This is an optimization exercise on Yosys and OpenROAD, whose aim is small area, a short achievable clock period and few clock cycles, not a production implementation.
The RTL was checked by simulation tests, not by an equivalence proof against the original design.
Power and IR drop assume default switching activity.

==> flow/design.v (excerpt) <==
module hxp_stream (
    input  wire        clk,
    input  wire        rst,
    input  wire        in_valid,
    output wire        in_ready,
    input  wire [7:0]  in_data,
    input  wire        in_end,
    output wire        out_valid,
    input  wire        out_ready,
    output wire [31:0] out_addr,
    output wire [7:0]  out_len,
    output wire [7:0]  out_data,
    output wire        out_last,
    output wire        done,
    output wire [3:0]  res_code,
    output wire [31:0] res_line,
    output wire [15:0] res_ext,
    output wire [7:0]  res_calc,
    output wire [7:0]  res_decl,
    output wire [1:0]  res_cause
);
export LEC_CHECK = 0
export ABC_AREA = 1
export CAP_MARGIN = 20
export CORE_MARGIN = 2
export CORE_UTILIZATION = 40
export CTS_BUF_LIST = sky130_fd_sc_hd__clkbuf_16 sky130_fd_sc_hd__clkbuf_8
export CTS_CLUSTER_DIAMETER = 100
export CTS_CLUSTER_SIZE = 30
export PLACE_DENSITY = 0.6
export SETUP_SLACK_MARGIN = 4.2
export SLEW_MARGIN = 20
create_clock -name core_clock -period 6.5 [get_ports {clk}]
run.sh (not shown) runs the stock make flow with config.mk's settings and CLKGATE_MAP_FILE= SYNTH_SCRIPT=/design/flow/synth_recipe.tcl, a recipe that flattens the netlist after the stock synthesis.
Testbench counts at the start, summed over its fixed seeds: cycles 85,465.
Next try:
Settings changed: ABC_AREA 1 to default, SETUP_SLACK_MARGIN 4.2 to 3.9.
Effect: Setup slack got worse by 0.024 ns. Sequential share of layout area went up by 1.1 points. Global-route usage decreases by 0.91 points. Power falls by about 1.7%. Sequential power barely changes. Via count fell by 11%. Register-to-register slack is worse by 0.15 ns. Die area fell by about 0.35%. Worst hold slack is worse by 0.0095 ns.
Next try:
Settings changed: ABC_AREA from default to 1, CORE_UTILIZATION 40 to 50, CTS_CLUSTER_SIZE 30 to 28, PLACE_DENSITY 0.6 to 0.75.
What happened:
- routed wire length is higher by 7.9%
- sequential share of layout area increases by 1.1 points
- hold slack hardly moves
- design area shrinks by 1.4%
- setup slack is worse by 0.023 ns
- via count goes up by 13%
- sequential cell count is unchanged
- sequential power barely changes
- first-iteration DRC count came out higher by 58%
- synthesized cell count went up by 16%
- synthesized area went up by 0.35%

* * *

## run A
Starting RTL as in the previous note.
==> flow/design.v (excerpt) <==
module hxp_stream (
    input  wire        clk,
    input  wire        rst,
    input  wire        in_valid,
    output wire        in_ready,
    input  wire [7:0]  in_data,
    input  wire        in_end,
    output wire        out_valid,
    input  wire        out_ready,
    output wire [31:0] out_addr,
    output wire [7:0]  out_len,
    output wire [7:0]  out_data,
    output wire        out_last,
    output wire        done,
    output wire [3:0]  res_code,
    output wire [31:0] res_line,
    output wire [15:0] res_ext,
    output wire [7:0]  res_calc,
    output wire [7:0]  res_decl,
    output wire [1:0]  res_cause
);
    localparam [10:0] LEAD = 11'd9;      
    localparam [1:0] CAUSE_LENGTH   = 2'd0;
    localparam [1:0] CAUSE_DIGIT    = 2'd1;
    localparam [1:0] CAUSE_EXTSHORT = 2'd2;
    reg        is_hex_in;
    reg [3:0]  val_in;
    always @(*) begin
        is_hex_in = 1'b1;
        val_in    = in_data[3:0];
        if (in_data >= "0" && in_data <= "9")
            val_in = in_data[3:0];
  ...
make LEC_CHECK=0 ABC_AREA=1 CAP_MARGIN=20 CORE_MARGIN=2 CORE_UTILIZATION=40 CTS_BUF_LIST='sky130_fd_sc_hd__clkbuf_16 sky130_fd_sc_hd__clkbuf_8' CTS_CLUSTER_DIAMETER=100 CTS_CLUSTER_SIZE=28 PLACE_DENSITY=0.6 SETUP_SLACK_MARGIN=4.2 SLEW_MARGIN=20 TNS_END_PERCENT=20 finish   # period 6.5 ns
Run A went all the way through synthesis, placement and routing and the layout is clean on timing, DRC and antenna.
Testbench counts of run A, summed over its fixed seeds: cycles 85,465.
Input changes introduced in run B (baseline for comparison: run A):
--- a/flow/config.mk
+++ b/flow/config.mk
@@ -13,2 +13,2 @@
-export CTS_CLUSTER_DIAMETER = 100
-export CTS_CLUSTER_SIZE = 28
+export CTS_CLUSTER_DIAMETER = 80
+export CTS_CLUSTER_SIZE = 34
@@ -16 +16 @@
-export SETUP_SLACK_MARGIN = 4.2
+export SETUP_SLACK_MARGIN = 3.9
@@ -18 +17,0 @@
-export TNS_END_PERCENT = 20
==> results.txt <==
Run B | stages: all done | timing, DRC, antenna: all pass
Between run A and run B, the leakage power total does not differ in any meaningful way.
Between run A and run B, total power increased.
Reported for run B and run A, horizontal die dimension turned out identical to the last digit.
Run B — register share of total power 1.5 points lower, run A as reference
Via count essentially unchanged between run B and run A.
Average routed wire per standard cell: run B > run A
Worst hold slack: lower on run B
Input changes introduced in run C (baseline for comparison: run B):
--- a/flow/config.mk
+++ b/flow/config.mk
@@ -13,2 +13,2 @@
-export CTS_CLUSTER_DIAMETER = 80
-export CTS_CLUSTER_SIZE = 34
+export CTS_CLUSTER_DIAMETER = 100
+export CTS_CLUSTER_SIZE = 30
Findings:
- The detail-routed via count per cell on run B is in line with that on run C.
- Against run B, run C reports a worst relative slew slack that is lower.
- Fraction of standard cell area in multi-input logic in run C vs run B: up 0.17 points
- Post-CTS setup buffer count: run C vs run B identical
The inputs of run D differ from those of run C as listed below.
--- a/flow/config.mk
+++ b/flow/config.mk
@@ -8 +7,0 @@
-export ABC_AREA = 1
@@ -16 +15 @@
-export SETUP_SLACK_MARGIN = 3.9
+export SETUP_SLACK_MARGIN = 3.8
[summary]
- Run D finished all stages; the layout is clean.
- Summary of run D over run C: filler cell count has decreased, critical path depth has increased, layout overhead on the synthesized area has decreased, final total power has decreased.
- Looking only at clock share of power, and setting everything else aside, the lower value of run D and run C goes to run C.
- The utilization on run C is in line with that on run D.
- | slack of the critical path | run D vs run C | worse |
Modified inputs, run E compared to run D
--- a/flow/config.mk
+++ b/flow/config.mk
@@ -7,0 +8 @@
+export ABC_AREA = 1
@@ -10 +11 @@
-export CORE_UTILIZATION = 40
+export CORE_UTILIZATION = 45
@@ -13,3 +14,3 @@
-export CTS_CLUSTER_SIZE = 30
-export PLACE_DENSITY = 0.6
-export SETUP_SLACK_MARGIN = 3.8
+export CTS_CLUSTER_SIZE = 28
+export PLACE_DENSITY = 0.68
+export SETUP_SLACK_MARGIN = 3.9
[summary]
Largest family of logic cells by synthesized area = simple AND/OR/NAND/NOR gates: run E; largest family of logic cells by synthesized area = multiplexers: run D. Summary: with run D as the reference, die area in run E moved down by more than 10%. Run E against run D: met3 layer wire length in the routed design increased 12%, clock network fraction of design power decreased 0.2 points, period utilization decreased 3.3 points, die boundary height decreased about 5.5%. Delta(multi-input combinational cell count, run E - run D) > 0. Run E does better than run D on highest achievable clock rate. Taking run D as the reference point, the setup slack of the most critical reg-to-reg path of run E rises by 140 ps.
#### Input delta (run F over run E)
--- a/flow/config.mk
+++ b/flow/config.mk
@@ -11 +11 @@
-export CORE_UTILIZATION = 45
+export CORE_UTILIZATION = 40
@@ -15 +15 @@
-export PLACE_DENSITY = 0.68
+export PLACE_DENSITY = 0.6
@@ -17,0 +18 @@
+export TNS_END_PERCENT = 20
Results
- Run F vs. run E: worst voltage drop across the vdd grid now sits lower, first-pass GRT wire length now sits at about the same level, initial antenna violation count now sits higher.
- Compared with run E, run F shows count of filler cells inserted in the layout that has gone up by more than 10%.
- | area fraction of clock buffers and clock inverters | run E vs run F | ≈ equal |
- Delta (run F minus run E): fraction of area in registers has decreased; smallest setup slack after layout has decreased.
- | number of maximum-capacitance violations | run F vs run E | ≈ equal |
- A first element of the critical path of line_no[10] is what run F shows, while cause[0] belongs to run E.
- Run F: met3 routed wirelength higher than run E

==> port drivers added, routing unchanged <==
How much do the figures lean on ideal ports? The routed layouts below were timed once more, with nothing changed but the port constraints.
Step 1: set_driving_cell puts a clkbuf_16 on clk and a buf_2 on each other input, an assumption about the parent block.
Step 2 moves the port delays by t, midway between the first and last clock arrival at a register: inputs arrive t later, outputs are due t later. That takes back most of the time a late clock gives input paths.
Three values: ideal, step 1, step 2; two values: the first two.
| run | t (ns) | setup WS [ns] | slew at the worst register clock pin (ns) |
|---|---|---|---|
| the first run of note 1 | 0.795 | 3.944 / 3.867 / 3.484 | 0.12 / 0.12 |
| the second run of note 1 | 0.799 | 3.919 / 3.874 / 3.235 | 0.12 / 0.12 |
| the third run of note 1 | 0.774 | 3.896 / 3.867 / 3.239 | 0.11 / 0.11 |
| run A | 0.802 | 3.945 / 3.868 / 3.352 | 0.12 / 0.12 |
| run B | 0.806 | 3.921 / 3.845 / 3.263 | 0.12 / 0.12 |
| run C | 0.791 | 3.942 / 3.867 / 3.266 | 0.12 / 0.12 |
| run D | 0.796 | 3.750 / 3.801 / 3.005 | 0.12 / 0.12 |
| run E | 0.762 | 3.965 / 3.891 / 3.275 | 0.11 / 0.11 |
| run F | 0.795 | 3.738 / 3.663 / 3.088 | 0.12 / 0.12 |
After both steps setup and hold are still met in every run listed. For run D, which loses most, drivers alone change the setup slack by +0.051 ns; drivers and shift together by -0.745 ns.
